Source: an optimization exercise on an open RTL-to-GDS flow (aim: small area, a short achievable clock period and few clock cycles). Production flows keep margins and buffers that such runs may drop. The RTL was checked by simulation tests, not by an equivalence proof against the original design. Power figures rest on the tool's default switching activity, not on a simulated workload.

<file path="flow/config.mk">
export PLATFORM = sky130hd
export DESIGN_NAME = retro24_cpu
export DESIGN_NICKNAME = retro24_cpu
export VERILOG_FILES = /design/flow/design.v
export SDC_FILE = /design/flow/constraint.sdc
export NUM_CORES = 4
export LEC_CHECK = 0
export CAP_MARGIN = 20
export CORE_MARGIN = 2
export CORE_UTILIZATION = 30
export SETUP_SLACK_MARGIN = 3.0
export SLEW_MARGIN = 20
</file>
<file path="flow/constraint.sdc">
create_clock -name core_clock -period 7.0 [get_ports {clk}]
set_input_delay 1.4000 -clock core_clock [delete_from_list [all_inputs] [get_ports {clk}]]
set_output_delay 1.4000 -clock core_clock [all_outputs]
set_load 0.01 [all_outputs]
</file>
<file path="flow/design.v">
module retro24_cpu (
    input  wire        clk,
    input  wire        rst,
    output reg         mem_valid,
    output reg         mem_we,
    output reg  [15:0] mem_addr,
    output reg  [7:0]  mem_wdata,
    input  wire        mem_ready,
    input  wire [7:0]  mem_rdata,
    output wire        halted,
    output wire        fault,
    output wire [7:0]  r0,
    output wire [7:0]  r1,
    output wire [7:0]  r2,
    output wire [7:0]  r3,
    output wire [15:0] ic,
    output wire [15:0] ar,
    output wire [7:0]  tick,
    output wire [7:0]  tock
);
    localparam [7:0] OP_NUL = 8'h00, OP_MAR = 8'h01, OP_SIC = 8'h02, OP_RAR = 8'h03,
                     OP_AAR = 8'h04, OP_IR0 = 8'h05, OP_A01 = 8'h06, OP_DR0 = 8'h07,
                     OP_S01 = 8'h08, OP_X12 = 8'h09, OP_X01 = 8'h10, OP_JMP = 8'h11,
                     OP_SR0 = 8'h12, OP_SRW = 8'h13, OP_LR0 = 8'h14, OP_LRW = 8'h15,
                     OP_TAW = 8'h16, OP_MR0 = 8'h17, OP_MRW = 8'h18, OP_JZ0 = 8'h19,
                     OP_JGW = 8'h20, OP_JEW = 8'h21, OP_OR0 = 8'h22, OP_AN0 = 8'h23,
                     OP_JE0 = 8'h24, OP_C01 = 8'h25, OP_C02 = 8'h26, OP_IRW = 8'h27,
                     OP_DRW = 8'h28, OP_X03 = 8'h29, OP_C03 = 8'h2A, OP_C30 = 8'h2B,
                     OP_PL0 = 8'h2C, OP_PR0 = 8'h2D, OP_HLT = 8'hFF;
    localparam [4:0] S_F    = 5'd0,
                     S_MR0  = 5'd1,  S_OR0  = 5'd2,  S_AN0  = 5'd3,  S_JE0 = 5'd4,
                     S_MAR1 = 5'd5,  S_MAR2 = 5'd6,  S_MRW1 = 5'd7,  S_MRW2 = 5'd8,
                     S_SR0  = 5'd9,  S_SRW1 = 5'd10, S_SRW2 = 5'd11,
                     S_SIC1 = 5'd12, S_SIC2 = 5'd13,
                     S_LR0  = 5'd14, S_LRW1 = 5'd15, S_LRW2 = 5'd16,
                     S_HALT = 5'd17, S_FAULT = 5'd18;
    reg [4:0]  state;
    reg [7:0]  R0, R1, R2, R3;
    reg [15:0] PC, AR;
    reg [7:0]  TICK, TOCK;
    assign r0 = R0;
    assign r1 = R1;
    assign r2 = R2;
    assign r3 = R3;
    assign ic = PC;
    assign ar = AR;
    assign tick = TICK;
    assign tock = TOCK;
    assign halted = (state == S_HALT);
    assign fault  = (state == S_FAULT);
    wire [15:0] pc_inc = PC + 16'd1;
    wire [15:0] ar_inc = AR + 16'd1;
    wire use_ar  = (state == S_SR0) || (state == S_SRW1) || (state == S_SIC1) ||
                   (state == S_LR0) || (state == S_LRW1);
    wire use_ar1 = (state == S_SRW2) || (state == S_SIC2) || (state == S_LRW2);
    wire is_wr   = (state == S_SR0) || (state == S_SRW1) || (state == S_SRW2) ||
                   (state == S_SIC1) || (state == S_SIC2);
    reg  PC_M1, PC_M2;
    wire ar_is0 = (AR == 16'h0000), ar_is1 = (AR == 16'h0001), ar_is2 = (AR == 16'h0002);
    wire a_m1 = use_ar ? ar_is1 : use_ar1 ? ar_is0 : PC_M1;
    wire a_m2 = use_ar ? ar_is2 : use_ar1 ? ar_is1 : PC_M2;
    always @(*) begin
        mem_addr  = use_ar ? AR : use_ar1 ? ar_inc : PC;
        mem_we    = is_wr;
        mem_valid = (state != S_HALT) && (state != S_FAULT) && !(is_wr && (a_m1 || a_m2));
        case (state)
            S_SR0:  mem_wdata = R0;
            S_SRW1: mem_wdata = R1;
            S_SRW2: mem_wdata = R2;
            S_SIC1: mem_wdata = PC[7:0];
            S_SIC2: mem_wdata = PC[15:8];
            default: mem_wdata = 8'h00;
        endcase
    end
    wire [7:0] rd = a_m1 ? TICK : a_m2 ? TOCK : mem_rdata;
    wire go = mem_ready || !mem_valid;
    wire f = go && (state == S_F);
    wire f_rar = f && rd == OP_RAR, f_aar = f && rd == OP_AAR, f_ir0 = f && rd == OP_IR0,
         f_a01 = f && rd == OP_A01, f_dr0 = f && rd == OP_DR0, f_s01 = f && rd == OP_S01,
         f_x12 = f && rd == OP_X12, f_x01 = f && rd == OP_X01, f_jmp = f && rd == OP_JMP,
         f_taw = f && rd == OP_TAW, f_jz0 = f && rd == OP_JZ0, f_jgw = f && rd == OP_JGW,
         f_jew = f && rd == OP_JEW, f_c01 = f && rd == OP_C01, f_c02 = f && rd == OP_C02,
         f_irw = f && rd == OP_IRW, f_drw = f && rd == OP_DRW, f_x03 = f && rd == OP_X03,
         f_c03 = f && rd == OP_C03, f_c30 = f && rd == OP_C30, f_pl0 = f && rd == OP_PL0,
         f_pr0 = f && rd == OP_PR0, f_hlt = f && rd == OP_HLT, f_sic = f && rd == OP_SIC;
    reg  f_quick, f_multi;            
    always @(*) begin
        f_quick = 1'b0; f_multi = 1'b0;
        case (rd)
            OP_NUL, OP_RAR, OP_AAR, OP_IR0, OP_A01, OP_DR0, OP_S01, OP_X12,
            OP_X01, OP_JMP, OP_TAW, OP_JZ0, OP_JGW, OP_JEW, OP_C01, OP_C02,
            OP_IRW, OP_DRW, OP_X03, OP_C03, OP_C30, OP_PL0, OP_PR0, OP_HLT: f_quick = 1'b1;
            OP_MAR, OP_SIC, OP_SR0, OP_SRW, OP_LR0, OP_LRW, OP_MR0, OP_MRW,
            OP_OR0, OP_AN0, OP_JE0: f_multi = 1'b1;
            default: ;
        endcase
    end
    wire g = go;
    wire s_mr0  = g && state == S_MR0,  s_or0  = g && state == S_OR0,  s_an0  = g && state == S_AN0;
    wire s_je0  = g && state == S_JE0,  s_mar1 = g && state == S_MAR1, s_mar2 = g && state == S_MAR2;
    wire s_mrw1 = g && state == S_MRW1, s_mrw2 = g && state == S_MRW2, s_sr0  = g && state == S_SR0;
    wire s_srw2 = g && state == S_SRW2, s_sic2 = g && state == S_SIC2, s_lr0  = g && state == S_LR0;
    wire s_lrw1 = g && state == S_LRW1, s_lrw2 = g && state == S_LRW2;
    wire [8:0] add_r = {1'b0, R1} + {1'b0, R0};
    wire [8:0] sub_r = {1'b0, R1} - {1'b0, R0};
    wire [7:0] nsub  = R0 - R1;
    wire [7:0] r1_inc = R1 + 8'd1;
    wire [7:0] r1_dec = R1 - 8'd1;
    wire r1_ff = (R1 == 8'hFF), r1_00 = (R1 == 8'h00);
    wire r2_ff = (R2 == 8'hFF), r2_00 = (R2 == 8'h00);
    wire r0_ff = (R0 == 8'hFF), r0_00 = (R0 == 8'h00);
    wire [7:0] r2_inc = R2 + 8'd1;
    wire [7:0] r2_dec = R2 - 8'd1;
    wire [7:0] a01_r1 = (add_r[8] && r2_ff) ? 8'hFF : add_r[7:0];
    wire       a01_c  = add_r[8] && !r2_ff;
    wire [7:0] irw_r1 = (r1_ff && r2_ff) ? 8'hFF : r1_inc;
    wire       irw_c  = r1_ff && !r2_ff;
    wire [7:0] s01_r1 = !sub_r[8] ? sub_r[7:0] : r2_00 ? 8'h00 : nsub;
    wire       s01_b  = sub_r[8] && !r2_00;
    wire [7:0] drw_r1 = !r1_00 ? r1_dec : {7'd0, !r2_00};
    wire       drw_b  = r1_00 && !r2_00;
    wire c_jump = f_jmp || (f_jz0 && r0_00) || (f_jgw && (R1 > R2)) || (f_jew && (R1 == R2));
    wire s_je0_t = s_je0 && (R0 == rd);
    wire r0_ld = s_mr0 || s_lr0;
    wire r0_sel = f_ir0 || f_dr0 || f_x01 || f_x03 || f_c30 || f_pl0 || f_pr0 ||
                  r0_ld || s_or0 || s_an0;
    wire [7:0] r0_n =
        ({8{f_ir0}} & (r0_ff ? R0 : R0 + 8'd1)) |
        ({8{f_dr0}} & (r0_00 ? R0 : R0 - 8'd1)) |
        ({8{f_x01}} & R1) |
        ({8{f_x03 || f_c30}} & R3) |
        ({8{f_pl0}} & {R0[6:0], 1'b0}) |
        ({8{f_pr0}} & {1'b0, R0[7:1]}) |
        ({8{r0_ld}} & rd) |
        ({8{s_or0}} & (R0 | rd)) |
        ({8{s_an0}} & (R0 & rd)) |
        ({8{!r0_sel}} & R0);
    wire r1_ld = s_mrw1 || s_lrw1;
    wire r1_sel = f_a01 || f_irw || f_s01 || f_drw || f_x12 || f_x01 || f_c01 || f_taw || r1_ld;
    wire [7:0] r1_n =
        ({8{f_a01}} & a01_r1) |
        ({8{f_irw}} & irw_r1) |
        ({8{f_s01}} & s01_r1) |
        ({8{f_drw}} & drw_r1) |
        ({8{f_x12}} & R2) |
        ({8{f_x01 || f_c01}} & R0) |
        ({8{f_taw}} & AR[15:8]) |
        ({8{r1_ld}} & rd) |
        ({8{!r1_sel}} & R1);
    wire r2_up = (f_a01 && a01_c) || (f_irw && irw_c);
    wire r2_dn = (f_s01 && s01_b) || (f_drw && drw_b);
    wire r2_ld = s_mrw2 || s_lrw2;
    wire r2_sel = r2_up || r2_dn || f_x12 || f_taw || f_c02 || r2_ld ||
                  (f_a01 && add_r[8]) || (f_irw && r1_ff);
    wire [7:0] r2_n =
        ({8{r2_up}} & r2_inc) |
        ({8{r2_dn}} & r2_dec) |
        ({8{f_x12}} & R1) |
        ({8{f_taw}} & AR[7:0]) |
        ({8{f_c02}} & R0) |
        ({8{r2_ld}} & rd) |
        ({8{!r2_sel || (f_a01 && add_r[8] && r2_ff) || (f_irw && r1_ff && r2_ff)}} & R2);
    wire r3_sel = f_x03 || f_c03;
    wire [15:0] ar_n =
        ({16{f_rar}} & {R1, R2}) |
        ({16{f_aar}} & (AR + {8'h00, R0})) |
        ({16{s_mar1}} & {AR[15:8], rd}) |
        ({16{s_mar2}} & {rd, AR[7:0]}) |
        ({16{!(f_rar || f_aar || s_mar1 || s_mar2)}} & AR);
    wire pc_jump = c_jump || s_je0_t;
    wire pc_adv  = (f && (f_quick || f_multi) && !f_hlt && !f_sic && !c_jump) ||
                   (s_mr0 || s_or0 || s_an0 || (s_je0 && !s_je0_t) || s_mar1 || s_mar2 ||
                    s_mrw1 || s_mrw2 || s_sic2);
    wire done = (f && f_quick) || s_mr0 || s_or0 || s_an0 || s_je0 || s_mar2 || s_mrw2 ||
                s_sr0 || s_srw2 || s_sic2 || s_lr0 || s_lrw2;
    reg [4:0] state_n;
    always @(*) begin
        state_n = state;
        if (go) begin
            case (state)
                S_F: begin
                    case (rd)
                        OP_HLT: state_n = S_HALT;
                        OP_MR0: state_n = S_MR0;
                        OP_OR0: state_n = S_OR0;
                        OP_AN0: state_n = S_AN0;
                        OP_JE0: state_n = S_JE0;
                        OP_MAR: state_n = S_MAR1;
                        OP_MRW: state_n = S_MRW1;
                        OP_SR0: state_n = S_SR0;
                        OP_SRW: state_n = S_SRW1;
                        OP_SIC: state_n = S_SIC1;
                        OP_LR0: state_n = S_LR0;
                        OP_LRW: state_n = S_LRW1;
                        default: state_n = f_quick ? S_F : S_FAULT;
                    endcase
                end
                S_MAR1: state_n = S_MAR2;
                S_MRW1: state_n = S_MRW2;
                S_SRW1: state_n = S_SRW2;
                S_SIC1: state_n = S_SIC2;
                S_LRW1: state_n = S_LRW2;
                S_HALT, S_FAULT: ;
                default: state_n = S_F;
            endcase
        end
    end
    always @(posedge clk) begin
        if (rst) begin
            state <= S_F;
            R0 <= 8'h00; R1 <= 8'h00; R2 <= 8'h00; R3 <= 8'h00;
            PC <= 16'h0100;
            PC_M1 <= 1'b0;
            PC_M2 <= 1'b0;
            AR <= 16'h0000;
            TICK <= 8'h00;
            TOCK <= 8'hFF;
        end else begin
            state <= state_n;
            R0 <= r0_n;
            R1 <= r1_n;
            R2 <= r2_n;
            if (r3_sel) R3 <= R0;
            AR <= ar_n;
            if (pc_jump) begin
                PC <= AR;
                PC_M1 <= ar_is1;
                PC_M2 <= ar_is2;
            end else if (pc_adv) begin
                PC <= pc_inc;
                PC_M1 <= (PC == 16'h0000);
                PC_M2 <= PC_M1;
            end
            if (done) begin
                TICK <= TICK + 8'd1;
                if (TOCK != 8'h00) TOCK <= TOCK - 8'd1;
            end
        end
    end
endmodule
</file>
<file path="flow/run.sh">
#!/bin/bash
# synth_recipe.tcl (not shown) runs the flow's synth.tcl, then flattens the netlist and writes it again
# the make line also repeats each setting of config.mk as NAME=value (left out here)
make -C /OpenROAD-flow-scripts/flow DESIGN_CONFIG=/design/flow/config.mk WORK_HOME=/design/flow/orfs CLKGATE_MAP_FILE= SYNTH_SCRIPT=/design/flow/synth_recipe.tcl finish
</file>
==> impl_metrics.yaml, run 1 <==
place:
  placed_area_mm2: 0.0118
  hpwl_um: 33000
  place_congestion: 0.957
  io_buffers: 118
global_route:
  busiest_layer: "met2"
  grt_pass1_vias: 12300
  grt_usage: 0.265
  antenna_found_initial: 0
  use_met1: 0.356
  met3_usage: 0.0534
  grt_pass1_wl_um: 74300
  groute.layer.met2.usage: 0.404
  grt_max_degree: 85
  gr-total-overflow: 0
synthesis:
  ys_seq_elements: 87
  syn-num-nets: 1554
  synth_top_area_share: 0.169
  async_reset_ff_frac: 0
  yosys_warnings: 1
  synth.cell_area_mm2: 0.0103
  synth_area_leader_cell: "dfxtp_1"
  synth_common_cells: "nor2_1 (151), a21oi_1 (131), nand2_1 (110), o21ai_0 (106), dfxtp_1 (87)"
  synthTopCellsByArea: "dfxtp_1 (17%), ha_1 (8.1%), a21oi_1 (6.4%)"
  synth.most_common_cell: "nor2_1"
  ys_dominant_reg_cell: "dfxtp_1"
  synth_edf_count: 0
  avgSynthCellArea_um2: 6.99
  syn-instance-count: 1472
  ys_types: 96
  yosysSeqAreaShare: 0.169
cells_and_area:
  synthToLayoutAreaGrowth_pct: 38.6
  layout.nets: 1735
  drive_gt1_frac: 0.221
  fillCellCount: 3432
  fin_area_mm2: 0.0143
  diodes: 0
sta:
  slew_violations: 0
  worst_pin_slew_ps: 1110
  tns_ps: 0
  rsz0062_at_grt: "yes"
  clock_skew_ps: 23.9
  max_slew_margin: 0.258
  period_share: 0.590
  post-route-min-period_ps: 4130
  finalHoldViolCount: 0
  fmax_mhz: 242
  setup_viol: 0
outcome:
  status: "complete, no violations"
floorplanning:
  start_util: 0.306
  die_height_um: 189
  fp.dieArea_mm2: 0.0358
  ios: 119
  die_w_um: 189
  row_count: 67
  core-area_mm2: 0.0337
clock_network:
  clock-sinks: 87
  cts_buffers: 9
  cts.reportedPaths.clkPinSlew_ps: 80
  clock-root-buffer: "clkbuf_16"
  cts_hold_buf: 0
  cts_tree: "done"
  h-tree-depth: 3
  clk_path_buf_depth: 2
  clock_latency_ps: 380
critical_path:
  critPathKind: "reg -> reg"
  cp-end-kind: "flip-flop"
  critPathLaunchType: "flip-flop"
  required_ps: 7220
  cp.arrival_ps: 4350
  path_max_fanout: 7
detailed_routing:
  dr.pass1.iters: 6
  routed_wl_um: 49900
  viasPerCell: 6.42
  first_iter_violations: 1859
  num_vias: 13500
  drcViolationCount: 0
  wl_per_cell_um: 23.7
  ant_nets: 0
power:
  power.density_mw_per_mm2: 299
  finalPower_mw: 4.27
  leakage_nw: 5.35
  max-vdd-ir-drop_mv: 0.194
job:
  drv_cap: 0
hold_path:
  hp-class: "reg -> reg"
-- cell type report --
class | count | area (um^2) | share of cell area
sequential | 87 | 1810 | 0.127
timing repair buffer | 271 | 2470 | 0.173
clock buffer | 9 | 225 | 0.0158
inverter | 68 | 283 | 0.0198
clock inverter | 7 | 76.3 | 0.00535
multi-input combinational | 1216 | 8840 | 0.620
tap | 448 | 561 | 0.0393
-- through the flow --
stage          hold slack [ps]  std cells  setup WS (ps)   util
4_1_cts                    542       2055           2870  0.400
2_1_floorplan              478       1472           3020      -
5_1_grt                    588       2106           2770  0.424
6_report                   532       2106           2870  0.424
3_3_place_gp               514       1962           1350  0.350
3_5_place_dp               525       1962           1270  0.350
-- worst paths after layout --
path | from | cells after the start | slack (ps) | end
worst max register to register | AR[6]$_SDFF_PP0_ | 17 | 2870 | PC[7]$_SDFFE_PP0P_
worst min-delay path | R3[2]$_SDFFE_PP0P_ | 2 | 530 | R3[2]$_SDFFE_PP0P_
worst min register to register | R3[2]$_SDFFE_PP0P_ | 2 | 530 | R3[2]$_SDFFE_PP0P_
worst max-delay path | AR[6]$_SDFF_PP0_ | 17 | 2870 | PC[7]$_SDFFE_PP0P_
-- routing by layer --
layer	vias to the layer above	wire [um]
met5	-	0
met4	0	2420
met3	163	5840
met2	1011	21700
met1	6416	20000
li1	5936	-
-- state kept, by name (all words and copies together), names as in the netlist --
signal and flops:
AR 16, PC 16, PC_M1 1, PC_M2 1
R0 8, R1 8, R2 8, R3 8
TICK 8, TOCK 8, state 5
-- cells by family after synthesis --
logic type,count (synthesis),synth area share
DFF,87,0.169
buffers and inverters,177,0.0740
AOI/OAI and AO/OA,525,0.343
and+or+nand+nor,559,0.277
adders and majority gates,71,0.0892
muxes,19,0.0186
xor gates and xnor gates,34,0.0289
-- layout by cell type (no fill, tap or decap), types with 8 or more instances in the layout --
master,synthesis,layout
dlymetal6s2s_1,0,13
buf_6,5,10
nand3_1,60,54
a21oi_2,4,10
o31ai_1,11,8
mux2i_1,18,17
buf_4,7,135
o211ai_1,15,15
nand4_1,16,16
nor4_4,1,11
a221oi_1,25,25
dfxtp_1,87,65
a21oi_1,131,120
nor4_1,28,21
o22ai_1,16,14
nor2_1,151,140
inv_1,63,58
and3_1,31,26
nand2_1,110,105
o21ai_1,12,16
or3_1,20,18
nand2b_1,9,9
ha_1,67,64
a221o_1,9,9
a21o_1,18,16
a31oi_1,41,38
o21ai_0,106,97
a211oi_1,15,13
xnor2_1,28,28
a22oi_1,34,34
dfxtp_4,0,18
clkbuf_16,0,10
nor3_1,54,42
o21bai_1,10,8
clkdlybuf4s50_1,0,95
-- worst max-delay path: stages, from the launching register on --
cell      delay [ps]
dfxtp_4          360
nor4_4           320
and4_4           350
buf_4            150
a21oi_4           80
buf_4            170
a211oi_1         290
o21bai_4         230
inv_4             70
ha_1             330
nor4_4           280
nand3_1          120
or4_4            560
o211ai_4         220
nor4_1            90
a21oi_1          160
or2_4            140
a21oi_2           40
-- power by group --
part / switching (mW) / internal, mW
Sequential: 0.0939 / 0.536
Combinational: 1.91 / 1.19
Clock: 0.279 / 0.255
Total: 2.28 / 1.98
-- timing repair --
item | 4_1_cts | 5_1_grt
cloned | 7 | 4
pin swaps | 33 | 51
setup endpoints to repair | 112 | 78
resized for setup | 187 | 94
hold endpoints to repair | 0 | 0
buffers inserted | 70 | 47
Testbench counts, summed over its fixed seeds: cycles 59,872.
==> run 2: changes to the inputs <==
--- a/flow/config.mk
+++ b/flow/config.mk
@@ -5,6 +5,7 @@
 export SDC_FILE = /design/flow/constraint.sdc
 export NUM_CORES = 4
 export LEC_CHECK = 0
+export ABC_AREA = 1
 export CAP_MARGIN = 20
 export CORE_MARGIN = 2
 export CORE_UTILIZATION = 30
==> impl_metrics.yaml, run 2 <==
detailed_routing:
  wl_per_cell_um: 20.0
  drcViolationCount: 0
  routed_wl_um: 44000
  viasPerCell: 5.58
  first_iter_violations: 1314
  dr.pass1.iters: 7
  num_vias: 12300
  ant_nets: 0
floorplanning:
  start_util: 0.304
  die_height_um: 188
  row_count: 67
  fp.dieArea_mm2: 0.0354
  core-area_mm2: 0.0334
  ios: 119
  die_w_um: 188
clock_network:
  clock_latency_ps: 380
  clock-sinks: 87
  clock-root-buffer: "clkbuf_16"
  cts_buffers: 9
  cts.reportedPaths.clkPinSlew_ps: 70
  h-tree-depth: 3
  cts_hold_buf: 0
  clk_path_buf_depth: 2
  cts_tree: "done"
critical_path:
  path_delay_family: "buffers and inverters"
  cp-end-kind: "output pin"
  critPathKind: "reg -> out"
  crit_buf_inv: 4
  critPathLaunchType: "flip-flop"
  slowest_delay_ps: 540
  cp_slowest_cell: "clkdlybuf4s50_1"
  crit_path_cell_trace: "inv_2 > nand3_1 > inv_1 > nand2_2 > clkinv_2 > a22oi_2 > o2111ai_1 > clkdlybuf4s50_1"
  path_max_fanout: 11
  required_ps: 5600
  cp.arrival_ps: 2580
cells_and_area:
  layout.nets: 1828
  diodes: 0
  layout_common_cells: "nand2_1 (344), nor2_1 (194), inv_1 (149)"
  drive_gt1_frac: 0.113
  layout_commonest_cell: "nand2_1"
  fin_cells: 2198
  reg.largest.list: "AR: 16 flops, PC: 16 flops"
  synthToLayoutAreaGrowth_pct: 23.0
  fin_util: 0.374
sta:
  rsz0062_at_grt: "yes"
  post-route-min-period_ps: 3980
  setup_viol: 0
  slew_violations: 0
  tns_ps: 0
  fmax_mhz: 251
  worst_pin_slew_ps: 946
  max_slew_margin: 0.365
  period_share: 0.568
  clock_skew_ps: 18.6
  finalHoldViolCount: 0
synthesis:
  async_reset_ff_frac: 0
  synth_common_cells: "nand2_1 (350), nor2_1 (204), inv_1 (156), a21oi_1 (114), nand3_1 (104)"
  synth_edf_count: 0
  syn-instance-count: 1643
  yosysSeqAreaShare: 0.171
  synth.cell_area_mm2: 0.0102
  ys_dominant_reg_cell: "dfxtp_1"
  yosys_warnings: 1
  synth.most_common_cell: "nand2_1"
  ys_seq_elements: 87
  avgSynthCellArea_um2: 6.18
  syn-num-nets: 1725
  synthTopCellsByArea: "dfxtp_1 (17%), nand2_1 (13%), ha_1 (8.3%)"
  synth_area_leader_cell: "dfxtp_1"
  synth_top_area_share: 0.171
  ys_types: 58
power:
  netSwitchingPower_mw: 1.99
  switching_share: 0.553
  power.density_mw_per_mm2: 289
  seq_power_share: 0.198
  power_frac_clock: 0.135
  intPower_mw: 1.61
  leakage_nw: 5.52
  max-vdd-ir-drop_mv: 0.207
  p_comb_frac: 0.667
global_route:
  grt_usage: 0.241
  grt_pass1_vias: 11500
  grt_max_degree: 56
  gr-total-overflow: 0
  grt_pass1_wl_um: 66700
  antenna_found_initial: 0
place:
  place_inst: 2154
  hpwl_um: 32700
  io_buffers: 118
  place_congestion: 0.977
outcome:
  status: "complete, no violations"
hold_path:
  hp-class: "reg -> reg"
job:
  drv_cap: 0
-- run 2: worst paths after layout --
check | from | end | slack [ps] | cells after the start
max reg2reg | R1[1]$_SDFF_PP0_ | R1[6]$_SDFF_PP0_ | 3130 | 15
max | state[4]$_SDFFE_PP0P_ | mem_wdata[6] | 3020 | 8
min reg2reg | PC_M2$_SDFFE_PP0P_ | PC_M2$_SDFFE_PP0P_ | 500 | 2
min | PC_M2$_SDFFE_PP0P_ | PC_M2$_SDFFE_PP0P_ | 500 | 2
-- run 2: tightest hold or removal path, cell delays in order, from the launching register on --
cell and delay [ps]:
dfxtp_1 330, o21ai_1 70, nor2_1 80
-- run 2: power by group through the flow --
stage               clock network (mW)  logic, mW  registers [mW]
detailed placement                   0       2.20           0.714
floorplan                            0       1.53           0.677
global placement                     0       2.19           0.716
global route                     0.513       2.63           0.724
CTS                              0.493       2.24           0.706
finish                           0.487       2.41           0.715
-- run 2: cell type report --
type,count,area [um^2]
clock buffer,12,256
clock inverter,3,18.8
fill,3661,20900
inverter,182,704
multi-input combinational,1313,7720
sequential,87,1760
tap,448,561
timing repair buffer,152,1460
timing repair inverter,1,7.51
-- run 2: per-layer routing --
| layer | vias to the layer above | share of wire | GRT usage |
|---|---|---|---|
| li1 | 5769 | - | - |
| met1 | 5733 | 0.42 | 0.318 |
| met2 | 647 | 0.45 | 0.388 |
| met3 | 126 | 0.088 | 0.0460 |
| met4 | 0 | 0.039 | 0.0945 |
| met5 | - | 0 | 0 |
-- run 2: kinds of logic after synthesis --
logic type / share of synthesized area
and+or+nand+nor: 0.360
AOI/OAI and AO/OA: 0.208
buffers and inverters: 0.0997
DFF: 0.171
xor gates and xnor gates: 0.0707
adders and majority gates: 0.0904
-- run 2: what timing repair did --
| item | 4_1_cts | 5_1_grt |
|---|---|---|
| pin swaps | 7 | 7 |
| setup endpoints to repair | 107 | 101 |
| hold endpoints to repair | 0 | 0 |
| gates cloned | 2 | 1 |
| setup buffers | 12 | 14 |
| gates resized for setup | 55 | 62 |
-- run 2: per-stage QoR --
| stage | instance area [um^2] | hold slack [ps] | setup slack, ps | total power, mW |
|---|---|---|---|---|
| floorplan | 10200 | 462 | 3320 | 2.21 |
| global route | 12500 | 537 | 2850 | 3.86 |
| finish | 12500 | 504 | 3020 | 3.61 |
| global placement | 11600 | 489 | 2390 | 2.91 |
| detailed placement | 11600 | 497 | 2290 | 2.91 |
| CTS | 12200 | 512 | 2790 | 3.44 |

-- separate check: timing with driven ports --
In the flow no input, the clock included, has a driving cell. The finished layouts below were timed again as built, in two steps.
Step 1 (the two cells are an assumption about what drives the block):
set clk [get_ports {clk}]
set_driving_cell -lib_cell sky130_fd_sc_hd__clkbuf_16 $clk
set_driving_cell -lib_cell sky130_fd_sc_hd__buf_2 [delete_from_list [all_inputs] $clk]
Step 2 times the ports against the registers' clock, not the clock port: input delays grow and output delays shrink by t, the midpoint of the rising clock arrivals with the driver on.
Slacks: no drivers / after step 1 / after step 2; pairs: no drivers / after step 1.
run | t (ns) | slack for setup (ns) | latest minus earliest clock arrival (ns)
run 1 | 0.417 | 2.870 / 2.870 / 2.515 | 0.024 / 0.023
run 2 | 0.414 | 3.024 / 2.975 / 2.891 | 0.018 / 0.019
After both steps every run listed still meets setup and hold. The setup slack of run 1, which loses most, moves by 0.000 ns with the drivers and by -0.355 ns with both steps.
